Source: an optimization exercise on an open RTL-to-GDS flow (aim: small area, a short achievable clock period and few clock cycles). Production flows keep margins and buffers that such runs may drop.
Where RTL was checked, it was by simulation tests only, not by an equivalence proof against the original.
Power and IR drop assume default switching activity.

Setup of lane 4:
// frame_codec
module frame_codec (
    input  wire        clk,
    input  wire        rst,        
    input  wire        ev_valid,
    input  wire [31:0] ev_word,
    output wire        ev_ready,
    input  wire [7:0]  rd_addr,
    output reg  [31:0] rd_data,
    output wire [7:0]  diag_cnt
);
make LEC_CHECK=0 ABC_AREA=0 CAP_MARGIN=20 CORE_MARGIN=2 CORE_UTILIZATION=40 PLACE_DENSITY=0.6 SETUP_SLACK_MARGIN=3.0 SLEW_MARGIN=20 finish   # period 8.0 ns
run.sh (not shown) runs the stock make flow with config.mk's settings and CLKGATE_MAP_FILE= SYNTH_SCRIPT=/design/flow/synth_recipe.tcl, a recipe that flattens the netlist after the stock synthesis.
Here is what was changed in the inputs of lane 3 compared with lane 4.
--- a/flow/design.v
+++ b/flow/design.v
@@ -689,28 +689,37 @@
                               ill_arg   ? 3'd1 :
                               do_txdone ? 3'd2 :
                               do_rxqpop ? 3'd3 : 3'd4;
                 diag_a     <= {(ill_op | ill_arg) ? op : 8'd0, arg};
                 diag_b     <= dat;
                 diag_count <= diag_count + 8'd1;
             end
         end
     end
     wire [7:0] dcode_val = (dcode == 3'd7) ? 8'd0 : {5'b00110, dcode};
+    wire [7:0] pcmd_val  = {pcmd_a0, 1'b0, pcmd_a0, 2'b00, pcmd_05, 1'b0, pcmd_05};
+    wire [3:0] a10 = 4'b0001 << rd_addr[1:0];
+    wire [7:0] a42 = 8'b00000001 << rd_addr[4:2];
+    wire       in_tb = (rd_addr[7:5] == 3'b010);
+    wire       in_cb = (rd_addr[7:5] == 3'b011);
+    wire       in_rg = (rd_addr[7:3] == 5'b00000);
+    reg  [7:0] rd_lo;
+    reg  [7:0] rd_hi;
     always @* begin
-        rd_data = 32'd0;
-        case (rd_addr)
-            8'h01: rd_data = {21'd0, period};
-            8'h02: rd_data = {24'd0, pcmd_a0, 1'b0, pcmd_a0, 2'b00, pcmd_05, 1'b0, pcmd_05};
-            8'h03: rd_data = {16'd0, result};
-            8'h04: rd_data = {24'd0, dcode_val};
-            8'h05: rd_data = {16'd0, diag_a};
-            8'h06: rd_data = {16'd0, diag_b};
-            default: begin
-                if (rd_addr >= 8'h40 && rd_addr <= 8'h57)
-                    rd_data = {24'd0, tb[8*(rd_addr[4:0]) +: 8]};
-                else if (rd_addr >= 8'h60 && rd_addr <= 8'h77)
-                    rd_data = {24'd0, cb[8*(rd_addr[4:0]) +: 8]};
-            end
-        endcase
+        rd_lo = 8'd0;
+        for (i = 0; i < 24; i = i + 1) begin
+            rd_lo = rd_lo | ({8{a42[i/4] & a10[i%4] & in_tb}} & tb[8*i +: 8])
+                          | ({8{a42[i/4] & a10[i%4] & in_cb}} & cb[8*i +: 8]);
+        end
+        rd_lo = rd_lo | ({8{in_rg & a42[0] & a10[1]}} & period[7:0])
+                      | ({8{in_rg & a42[0] & a10[2]}} & pcmd_val)
+                      | ({8{in_rg & a42[0] & a10[3]}} & result[7:0])
+                      | ({8{in_rg & a42[1] & a10[0]}} & dcode_val)
+                      | ({8{in_rg & a42[1] & a10[1]}} & diag_a[7:0])
+                      | ({8{in_rg & a42[1] & a10[2]}} & diag_b[7:0]);
+        rd_hi = ({8{in_rg & a42[0] & a10[1]}} & {5'd0, period[10:8]})
+              | ({8{in_rg & a42[0] & a10[3]}} & result[15:8])
+              | ({8{in_rg & a42[1] & a10[1]}} & diag_a[15:8])
+              | ({8{in_rg & a42[1] & a10[2]}} & diag_b[15:8]);
+        rd_data = {16'd0, rd_hi, rd_lo};
     end
 endmodule
## What came out
Compared with lane 4, in lane 3 reported combinational group power decreased by about 20% relative to the old numbers; area after synthesis decreased by about 0.54% relative to the old numbers; global-route wire length before repair rose about 25%; non-clock buffer count shows an increase of 24%; post-synthesis to final-layout area growth higher.
Delta (lane 3 minus lane 4): final cell count increased 259, highest fanout seen on the critical path higher, largest clock skew in the final design higher, post-CTS setup buffer count +8, clock transition at the register clock pins on the worst setup and hold paths after CTS essentially unchanged.
The critical-path cell with the highest stage delay comes out mux4_2 in one run and a22oi_2 in the other, namely in lane 4 and lane 3 respectively.
Combinational power share, lane 4 and lane 3: higher on lane 4
Area of all placed cells without fillers, lane 3 vs lane 4: up slightly
As of lane 3, number of nets in the layout had risen by a little under 10% compared to lane 4.
Testbench counts of lane 3, summed over its fixed seeds: cycles 18,134.
For lane 4, only the layout was checked, not whether the RTL still works.

==> re-timing with driven ports <==
No port has a modelled driver above. Below, the same layouts with a new extraction and two added sets of constraints. Step 1 sets driving cells, clkbuf_16 on the clock port and buf_2 on the other inputs (assumed; they add their load-dependent delay and slew). Step 2 adds t to the input delays and takes it off the output delays; t is the mean of the earliest and latest rising clock arrival at the registers after step 1. Input paths then give back, and output paths get back, about the clock's delay inside the block. Three values: ideal ports, drivers, drivers and shift; two values: the first two.
| run | shift t [ns] | setup slack, ns | worst setup path at the end | latest minus earliest clock arrival (ns) | worst slew at a driven data input, ns |
|---|---|---|---|---|---|
| lane 4 | 0.686 | 2.465 / 1.979 / 1.979 | input to output | 0.018 / 0.018 | 0.57 |
| lane 3 | 0.736 | 2.565 / 2.513 / 2.203 | input to register | 0.049 / 0.049 | 0.07 |
After both steps every run listed still meets setup and hold. The setup slack of lane 4, which loses most, moves by -0.486 ns with the drivers and by -0.486 ns with both steps.
